Background: an optimization exercise with open tools, aiming at small area, a short achievable clock period and few clock cycles per item. Do not read the settings as production practice.
In this exercise RTL edits were held to simulation tests only and were not proved equivalent to the original.

## design/flow/design.v

```verilog
module si4464_rf_encoder #(
    parameter [31:0] FREQ_MIN_HZ    = 32'd400000000,
    parameter [31:0] FREQ_MAX_HZ    = 32'd406000000,
    parameter [31:0] BAND_MID_HZ    = 32'd403000000,
    parameter [7:0]  INT_LOW        = 8'd61,
    parameter [7:0]  INT_HIGH       = 8'd62,
    parameter [31:0] REF_DIVISOR_HZ = 32'd6500000,
    parameter [31:0] XTAL_FREQ_HZ   = 32'd26000000
) (
    input  wire        clk,
    input  wire        rst,         
    input  wire        in_valid,
    output wire        in_ready,
    input  wire [63:0] in_word,     
    input  wire [31:0] in_rb,       
    output reg         out_valid,
    input  wire        out_ready,
    output reg  [3:0]  out_status,  
    output reg  [2:0]  out_len,     
    output reg  [39:0] out_data     
);
    localparam [7:0] OPC_APPLY_FREQUENCY = 8'h11;
    localparam [7:0] OPC_SET_DATA_RATE   = 8'h12;
    localparam [3:0] ST_OK        = 4'd0;
    localparam [3:0] ST_FREQ_OOR  = 4'd3;
    localparam [3:0] ST_DR_OOR    = 4'd9;
    localparam [3:0] ST_ILLEGAL   = 4'd13;
    assign in_ready = !out_valid || out_ready;
    wire [7:0]  opc     = in_word[63:56];
    wire        is_freq = (opc == OPC_APPLY_FREQUENCY);
    wire        is_dr   = (opc == OPC_SET_DATA_RATE) && (in_word[55:16] == 40'd0);
    wire [31:0] freq_hz = in_word[31:0];
    wire [23:0] adj     = in_word[55:32];
    wire        freq_in_band = (freq_hz >= FREQ_MIN_HZ) && (freq_hz <= FREQ_MAX_HZ);
    wire [7:0]  band_n       = (freq_hz < BAND_MID_HZ) ? INT_LOW : INT_HIGH;
    wire [31:0] band_base = band_n * REF_DIVISOR_HZ;
    wire [31:0] freq_diff = freq_hz - band_base;
    wire [52:0] w0_num    = {freq_diff, 20'd0} + {21'd0, REF_DIVISOR_HZ};
    wire [52:0] w0_den    = {20'd0, REF_DIVISOR_HZ, 1'b0};
    wire [52:0] w0        = w0_num / w0_den;
    wire signed [54:0] w_adj  = $signed({2'b00, w0}) + $signed(adj);
    wire               w_ok   = (w_adj >= 0) && (w_adj < 55'sd268435456);
    wire [27:0]        w_word = w_adj[27:0];
    wire [39:0] freq_payload = {band_n - 8'd1, 4'd0, w_word[27:24],
                                w_word[23:16], w_word[15:8], w_word[7:0]};
    wire [15:0] bps      = in_word[15:0];
    wire [1:0]  osr_sel  = in_rb[27:26];
    wire [25:0] nco_mode = in_rb[25:0];
    reg  [5:0]  txosr;
    always @(*) begin
        case (osr_sel)
            2'd1:    txosr = 6'd40;
            2'd2:    txosr = 6'd20;
            default: txosr = 6'd10;
        endcase
    end
    wire [25:0] dr_q    = nco_mode / XTAL_FREQ_HZ;
    wire [21:0] dr_rate = bps * txosr;
    wire [47:0] dr      = dr_q * dr_rate;
    wire        dr_ok   = (dr < 48'd16777216);
    reg [3:0]  res_status;
    reg [2:0]  res_len;
    reg [39:0] res_data;
    always @(*) begin
        res_status = ST_ILLEGAL;
        res_len    = 3'd0;
        res_data   = 40'd0;
        if (is_freq) begin
            if (freq_in_band && w_ok) begin
                res_status = ST_OK;
                res_len    = 3'd5;
                res_data   = freq_payload;
            end else begin
                res_status = ST_FREQ_OOR;
            end
        end else if (is_dr) begin
            if (dr_ok) begin
                res_status = ST_OK;
                res_len    = 3'd3;
                res_data   = {dr[23:0], 16'd0};
            end else begin
                res_status = ST_DR_OOR;
            end
        end
    end
    always @(posedge clk) begin
        if (rst) begin
            out_valid  <= 1'b0;
            out_status <= 4'd0;
            out_len    <= 3'd0;
            out_data   <= 40'd0;
        end else if (in_ready) begin
            out_valid <= in_valid;
            if (in_valid) begin
                out_status <= res_status;
                out_len    <= res_len;
                out_data   <= res_data;
            end
        end
    end
endmodule
```

## design/flow/run.sh

```bash
#!/bin/bash
# synth_recipe.tcl (not shown) runs the flow's synth.tcl, then flattens the netlist and writes it again
# the make line also repeats each setting of config.mk as NAME=value (left out here)
make -C /OpenROAD-flow-scripts/flow DESIGN_CONFIG=/design/flow/config.mk WORK_HOME=/design/flow/orfs CLKGATE_MAP_FILE= SYNTH_SCRIPT=/design/flow/synth_recipe.tcl finish
```

## design/flow/config.mk

```make
export PLATFORM = sky130hd
export DESIGN_NAME = si4464_rf_encoder
export DESIGN_NICKNAME = si4464_rf_encoder
export VERILOG_FILES = /design/flow/design.v
export SDC_FILE = /design/flow/constraint.sdc
export NUM_CORES = 4
export LEC_CHECK = 0
export CAP_MARGIN = 20
export CORE_MARGIN = 2
export CORE_UTILIZATION = 40
export PLACE_DENSITY = 0.6
export SLEW_MARGIN = 20
```

## design/flow/constraint.sdc

```tcl
create_clock -name core_clock -period 70.0 [get_ports {clk}]
set_input_delay 14.0000 -clock core_clock [delete_from_list [all_inputs] [get_ports {clk}]]
set_output_delay 14.0000 -clock core_clock [all_outputs]
set_load 0.01 [all_outputs]
```

==> flow_metrics.tcl, run 1 <==
set metrics [dict create \
    synth.top_cell.area_share_pct 9.16 \
    gp_congestion 0.973 \
    syn-num-nets 5738 \
    synthesis.area_sq_mm 0.0383 \
    ys_top_cells_by_area "xnor2_1, ha_1, nor2_1, nand2_1, a21oi_1" \
    drv_slew 0 \
    io_pins 149 \
    period_minus_slack_ns 66.77 \
    max_clock_freq_mhz 15.0 \
    yosysWarnings 1 \
    std_cell_rows 113 \
    initial_core_util_pct 40.3 \
    cts_hold_buf 0 \
    synth-main-ff-cell "dfxtp_1" \
    cp-startpoint "in_word[6]" \
    ant_nets 0 \
    tightestPinTransition_ns 1.03 \
    cp_max_fo 17 \
    syn_to_final_growth_pct 23.2 \
    clkSlewWorstSetupHoldPaths_ns 0.06 \
    critPathMaxStageDelay_ns 0.75 \
    synthMostInstantiatedCell "nor2_1" \
    drt_first_pass_iters 5 \
    worstSetupPathType "input pin to register" \
    placed_cells 7477 \
    reg2reg_depth 6 \
    hold_start "out_data[13]" \
    min_period_over_period_pct 95.4 \
    drv_cap 0 \
    cp-end-kind "register" \
    grt_pass1_vias 41600 \
    via_per_inst 5.88 \
    synthArstFlopShare_pct 0 \
    final_layout_size_suffix_gt1_share_pct 23.7 \
    setup_slack_ns 3.23 \
    stdcell_count 7510 \
    slew_headroom_pct 30.6 \
    r2r_start "out_valid" \
    clk_latency_ns 0.31 \
    hpwlAfterDp_um 113000 \
    yosys.cell_types.count 206 \
    worstHoldPathCells 2 \
    clockBufferDepth 2 \
    r2r_slack_ns 67.70 \
    worst_path_max_delay_cell "nor4_2" \
    chipHeight_um 313 \
    drc 0 \
    post-place-ws_ns 1.72 \
    min_path_type "register to register" \
    status "no timing/DRC/antenna violations" \
    antenna_found_initial 3 \
    overflow 0 \
    fin_util_pct 49.7 \
    cp-start-kind "input pin" \
    hold_viol_final 0 \
    avgSynthCellArea_sq_um 7.12 \
    num_vias 44100 \
    crit_path_frequent_cell "a21oi_1" \
    grt_pass1_wl_um 216000 \
    synthTopCellsByCount "nor2_1, nand2_1, xnor2_1, a21oi_1, inv_1" \
    io_buffers 137 \
    clkSinkCount 48 \
    netlist_instances 5378 \
    grt_max_degree 49 \
    nets 6602 \
    synth_top_cell_by_area "xnor2_1" \
    die_area_sq_mm 0.0982 \
    timing.hold.ws_ns 0.454 \
    cts_tree "built" \
    core_area_sq_mm 0.0949 \
    required_ns 70.22 \
    yosysSeqAreaShare_pct 2.51 \
    drt_iter0_drc 3570 \
    arrival_ns 67.00 \
    track_usage_pct 26.1 \
    synth-seq-cells 48 \
    avgRoutedWirePerCell_um 17.9 \
    fin_skew_ns 0.0124 \
    die_x_um 313 \
    numCtsBuffers 5 \
    root_buffer "clkbuf_16" \
    synth_edf_count 0 \
    h-tree-depth 2 \
    finalSetupViolCount 0 \
    drt-total-wl_um 134000 \
]
## layout make-up
cell class / instances / area [sq um]
repair buffers: 1071 / 8390
multi-input cells: 4863 / 35000
flip-flops and latches: 48 / 961
well taps: 1265 / 1580
inverters: 253 / 1030
clock buffers: 6 / 139
fillers: 9559 / 47700
diodes: 2 / 5.00
clock inverters: 2 / 15.0
## routing by layer
layer	global-route usage [%]	share of wire, %	wire, um	vias up
met5	0	0	0	-
met4	8.79	3.6	4830	0
met3	1.93	5.2	6970	199
met2	44.7	46	62200	1250
met1	34.7	45	60200	20800
li1	-	-	-	21900
## cells in the final DEF, fill, tap and decap left out, types with 56 or more instances in the layout
master	n
and2_1	94
xnor2_1	396
xor2_1	119
a21o_1	65
ha_1	207
and3_1	68
a211oi_1	73
nand2_1	510
clkdlybuf4s50_1	136
mux2i_1	91
o21ai_1	56
inv_1	218
nand3_1	192
buf_4	933
o21ai_0	207
nor2_1	549
nand2b_1	67
o211ai_1	70
a21oi_1	338
nor4_1	62
a31oi_1	73
nor3_1	181
## worst paths after layout
kind / to
setup / recovery: out_len[0]
hold / removal: out_data[13]
setup reg to reg: out_data[34]
hold reg to reg: out_data[13]
## timing repair
| item | in CTS | in global routing |
|---|---|---|
| resized for setup | 0 | 46 |
| endpoints found under the hold margin | 0 | 0 |
| setup buffers | 0 | 23 |
| endpoints found under the setup margin | 0 | 37 |
## flip-flops by register name, summed over array words and instances (netlist names)
| signal | cells |
|---|---|
| out_data | 40 |
| out_len | 3 |
| out_status | 4 |
| out_valid | 1 |
## through the flow
step,setup TNS [ns],cell area [sq um]
floorplan,0,38300
detailed placement,0,46500
global placement,0,46500
finish,0,47100
global route,-0.0899,47100
CTS,0,46700
## worst max-delay path, delay by kind of cell
kind / cells / cell delay [ns]
adder cells (fa/ha/maj): 9 / 2.36
AO/OA/AOI/OAI: 113 / 25.54
AND/OR/NAND/NOR: 56 / 16.17
buffers and inverters: 30 / 4.94
multiplexers: 9 / 2.55
XOR/XNOR: 6 / 1.22
## kinds of logic after synthesis
logic type / share of synthesized area (%)
DFF: 2.51
xor gates and xnor gates: 13.0
buffers and inverters: 6.80
adders and majority gates: 9.63
and+or+nand+nor: 29.6
muxes: 4.20
AOI/OAI and AO/OA: 34.3
Testbench counts, summed over its fixed seeds: cycles 16,008, items 16,000.
==> run 2, diff against run 1 <==
==> design/flow/design.v (replaced) <==
module si4464_rf_encoder #(
    parameter [31:0] FREQ_MIN_HZ    = 32'd400000000,
    parameter [31:0] FREQ_MAX_HZ    = 32'd406000000,
    parameter [31:0] BAND_MID_HZ    = 32'd403000000,
    parameter [7:0]  INT_LOW        = 8'd61,
    parameter [7:0]  INT_HIGH       = 8'd62,
    parameter [31:0] REF_DIVISOR_HZ = 32'd6500000,
    parameter [31:0] XTAL_FREQ_HZ   = 32'd26000000
) (
    input  wire        clk,
    input  wire        rst,         
    input  wire        in_valid,
    output wire        in_ready,
    input  wire [63:0] in_word,     
    input  wire [31:0] in_rb,       
    output reg         out_valid,
    input  wire        out_ready,
    output wire [3:0]  out_status,  
    output wire [2:0]  out_len,     
    output wire [39:0] out_data     
);
    assign in_ready = !out_valid || out_ready;
    wire [7:0]  opc     = in_word[63:56];
    wire        is_freq = (opc == 8'h11);
    wire        is_dr   = (opc == 8'h12) && (in_word[55:16] == 40'd0);
    wire [31:0] freq_hz = in_word[31:0];
    wire [23:0] adj     = in_word[55:32];
    wire        freq_in_band = (freq_hz >= FREQ_MIN_HZ) && (freq_hz <= FREQ_MAX_HZ);
    wire        band_low     = (freq_hz < BAND_MID_HZ);    
    wire [22:0] x  = freq_hz[22:0];
    wire [22:0] xn = ~x;
    reg  [44:0] w_base;
    always @(*) begin
        if (!band_low)
            w_base = 45'h1ff91b86d9db;
        else if (freq_hz[27])
            w_base = 45'h791b86d9d7;
        else
            w_base = 45'h1fd3ea9e3558;
    end
    wire [44:0] w_sum =
        45'd0 + (x >> 16) +
        (x >> 13) +
        (x >> 10) +
        (x >> 8) +
        (x >> 4) +
        (xn >> 2) +
        {x, 1'd0} +
        {xn, 5'd0} +
        {x, 7'd0} +
        {x, 9'd0} +
        {x, 11'd0} +
        {x, 14'd0} +
        {x, 16'd0} +
        w_base + {{1{adj[23]}}, adj, 20'd0};
    wire [24:0] w_adj  = w_sum[44:20];    
    wire        freq_ok = freq_in_band && !w_adj[24];
    wire [15:0] bps      = in_word[15:0];
    wire [1:0]  osr_sel  = in_rb[27:26];
    wire [25:0] nco_mode = in_rb[25:0];
    wire        q2 = (nco_mode >= 26'd52000000);
    wire        q1 = (nco_mode >= 26'd26000000) && !q2;
    wire [18:0] bps5 = {bps, 2'b00} + {3'b000, bps};
    reg  [22:0] dr;
    always @(*) begin
        case ({q2, osr_sel})
            3'b000, 3'b011: dr = {3'd0, bps5, 1'b0};
            3'b010, 3'b100, 3'b111: dr = {2'd0, bps5, 2'b0};
            3'b001, 3'b110: dr = {1'd0, bps5, 3'b0};
            default: dr = {bps5, 4'b0};          
        endcase
        if (!q1 && !q2) dr = 23'd0;
    end
    reg        r_fok, r_dok, r_fbad, r_nhi;
    reg [23:0] r_val;
    always @(posedge clk) begin
        if (rst)
            out_valid <= 1'b0;
        else if (in_ready)
            out_valid <= in_valid;
    end
    always @(posedge clk) begin
        if (in_ready) begin
            r_fok  <= is_freq && freq_ok;
            r_fbad <= is_freq && !freq_ok;
            r_dok  <= is_dr;
            r_nhi  <= !band_low;
            r_val  <= is_freq ? w_adj[23:0] : {1'b0, dr};
        end
    end
    wire r_ill = !(r_fok || r_fbad || r_dok);
    assign out_status = {r_ill, r_ill, r_fbad, r_fbad || r_ill};
    assign out_len    = {r_fok, r_dok, r_fok || r_dok};
    assign out_data[39:32] = r_fok ? {7'b0011110, r_nhi} :
                             r_dok ? r_val[23:16] : 8'd0;
    assign out_data[31:24] = r_dok ? r_val[15:8] : 8'd0;
    assign out_data[23:16] = r_fok ? r_val[23:16] :
                             r_dok ? r_val[7:0] : 8'd0;
    assign out_data[15:0]  = r_fok ? r_val[15:0] : 16'd0;
endmodule
==> flow_metrics.tcl, run 2 <==
set metrics [dict create \
    mostFrequentLayoutCells "inv_1, fa_1, ha_1, clkdlybuf4s50_1, nand2_1" \
    std_cell_rows 61 \
    drt_first_pass_iters 7 \
    die_x_um 171 \
    rsz0062_at_grt "no" \
    cp_max_fo 30 \
    final_common_cell "inv_1" \
    post-cts-setup-buffers 0 \
    synthXorXnorAreaFrac_pct 3.15 \
    worstHoldPathCells 3 \
    io_buffers 137 \
    avgRoutedWirePerCell_um 18.9 \
    grt_max_degree 41 \
    synthesis.area_sq_mm 0.0111 \
    drt_iter0_drc 603 \
    r2r-end "r_val[0]" \
    chipHeight_um 171 \
    critPathMaxStageDelay_ns 0.61 \
    fin_util_pct 47.8 \
    antenna_cells 0 \
    root_buffer "clkbuf_16" \
    clkSinkCount 29 \
    numCtsBuffers 5 \
    initial_core_util_pct 40.3 \
    yosysWarnings 1 \
    min_path_type "register to register" \
    cp-start-kind "input pin" \
    die_area_sq_mm 0.0291 \
    synthArstFlopShare_pct 0 \
    tns_ns 0 \
    yosys.cell_types.count 66 \
    synth.top_cell.area_share_pct 36.7 \
    design_area_sq_mm 0.0132 \
    period_minus_slack_ns 29.47 \
    largest_reg_flops 24 \
    drc 0 \
    clockBufferDepth 2 \
    postPlaceCellArea_sq_mm 0.0130 \
    fin_skew_ns 0.00466 \
    whs_endpoint "out_valid" \
    clkSlewWorstSetupHoldPaths_ns 0.05 \
    syn_to_final_growth_pct 18.4 \
    io_pins 149 \
    clk_latency_ns 0.27 \
    yosysSeqAreaShare_pct 7.75 \
    synth_top_cell_by_area "fa_1" \
    ys_top_cells_by_area "fa_1, ha_1, inv_1, edfxtp_1, a21oi_1" \
    drv_slew 0 \
    num_vias 9093 \
    synth_compound_area_share_pct 14.0 \
    nets 1770 \
    hold_viol_final 0 \
    synth_top_family_by_area "adder cells" \
    max_clock_freq_mhz 33.9 \
    track_usage_pct 22.8 \
    synth-main-ff-cell "edfxtp_1" \
    top_register "r_val" \
    ctsResizeCount 0 \
    r2r_start "out_valid" \
    final_layout_size_suffix_gt1_share_pct 2.88 \
    netlist_instances 1181 \
    synthSimpleGateAreaFrac_pct 11.4 \
    muxShareOfSynthArea_pct 1.28 \
    avgSynthCellArea_sq_um 9.41 \
    arrival_ns 15.47 \
    r2r_slack_ns 68.94 \
    via_per_inst 5.36 \
    gp_congestion 0.910 \
    tightestPinTransition_ns 1.12 \
    required_ns 56.00 \
    synthTopCellsByCount "inv_1, fa_1, ha_1, nand2_1, a21oi_1" \
    worst_path_max_delay_cell "clkdlybuf4s50_1" \
    overflow 0 \
    min_period_over_period_pct 42.1 \
    h-tree-depth 2 \
    drt-total-wl_um 32100 \
    grt_pass1_vias 9186 \
    cts_hold_buf 0 \
    core_area_sq_mm 0.0276 \
    reg2reg_depth 2 \
    finalSetupViolCount 0 \
    drv_cap 0 \
    grt_pass1_wl_um 50600 \
    ant_nets 0 \
    cp-end-kind "output pin" \
    hpwlAfterDp_um 27000 \
    slew_headroom_pct 25.4 \
    synth_edf_count 28 \
    antenna_found_initial 0 \
    crit_chain "clkdlybuf4s50_1, nand2b_1, buf_4, clkdlybuf4s50_1" \
    cts_tree "built" \
    timing.hold.ws_ns 0.821 \
    crit_path_frequent_cell "clkdlybuf4s50_1" \
    synthMostInstantiatedCell "inv_1" \
    hold_start "out_valid" \
    worstSetupPathType "input pin to output pin" \
    fillers 2666 \
    status "no timing/DRC/antenna violations" \
    synthAdderAreaFrac_pct 53.6 \
    synth-seq-cells 29 \
    syn-num-nets 1634 \
]
run 2: cell type report:
| cell class | count | area, sq um | area share [%] |
|---|---|---|---|
| clock inverter | 3 | 65.1 | 0.494 |
| tap | 378 | 473 | 3.59 |
| inverter | 233 | 875 | 6.64 |
| clock buffer | 5 | 125 | 0.950 |
| sequential | 29 | 861 | 6.54 |
| timing repair buffer | 154 | 1500 | 11.4 |
| multi-input combinational | 894 | 9270 | 70.4 |
run 2: cells by family (layout without fill, tap and decap cells):
logic type | count (synthesis) | after routing
adders and majority gates | 354 | 354
buffers and inverters | 258 | 395
and+or+nand+nor | 251 | 251
AOI/OAI and AO/OA | 235 | 235
xor gates and xnor gates | 40 | 40
DFF | 29 | 29
muxes | 14 | 14
run 2: worst max path at each step:
| stage | start | endpoint | slack, ns | cells past startpoint |
|---|---|---|---|---|
| final | out_ready | in_ready | 40.53 | 4 |
| after global routing | out_ready | in_ready | 40.43 | 4 |
| after CTS | out_ready | in_ready | 40.50 | 4 |
| after detailed placement | out_ready | in_ready | 40.50 | 4 |
| after global placement | out_ready | in_ready | 40.51 | 4 |
| after floorplan | out_ready | in_ready | 41.19 | 1 |
run 2: layer usage:
| layer | vias to the layer above | global-route usage (%) | share of wire [%] | wire, um |
|---|---|---|---|---|
| met4 | 0 | 6.24 | 2.4 | 760 |
| met1 | 4433 | 31.5 | 44 | 14100 |
| met2 | 366 | 36.4 | 45 | 14600 |
| li1 | 4249 | - | - | - |
| met5 | - | 0 | 0 | 0 |
| met3 | 45 | 4.81 | 8.1 | 2610 |
run 2: stage by stage:
step / setup slack [ns] / std cells
floorplan: 41.19 / 1181
global placement: 40.51 / 1688
detailed placement: 40.50 / 1688
CTS: 40.50 / 1696
global route: 40.43 / 1696
finish: 40.53 / 1696
run 2: critical path, delay by kind of cell:
kind / cells / cell delay, ns
simple gates: 1 / 0.09
buf+inv: 3 / 1.38
Testbench counts of run 2, summed over its fixed seeds: cycles 16,008, items 16,000.

separate check: timing with driven ports:
No port has a modelled driver above. Below, the same layouts with a new extraction and two added sets of constraints.
Step 1: set_driving_cell puts a clkbuf_16 on clk and a buf_2 on each other input, an assumption about the parent block.
Step 2, shift: input delay + t, output delay - t, t = (earliest + latest rising clock arrival at the registers) / 2. This alone moves slack from input paths to output paths.
Slacks: ideal / step 1 / step 2; pairs: ideal / step 1.
| run | shift t [ns] | setup slack, ns | hold slack, ns | slew at the worst register clock pin (ns) |
|---|---|---|---|---|
| run 1 | 0.348 | 3.228 / 3.253 / 2.905 | 0.454 / 0.454 / 0.454 | 0.08 / 0.08 |
| run 2 | 0.305 | 40.529 / 40.504 / 40.504 | 0.821 / 0.821 / 0.821 | 0.05 / 0.05 |
After both steps every run listed still meets setup and hold. For run 1, which loses most, drivers alone change the setup slack by +0.025 ns; drivers and shift together by -0.323 ns.
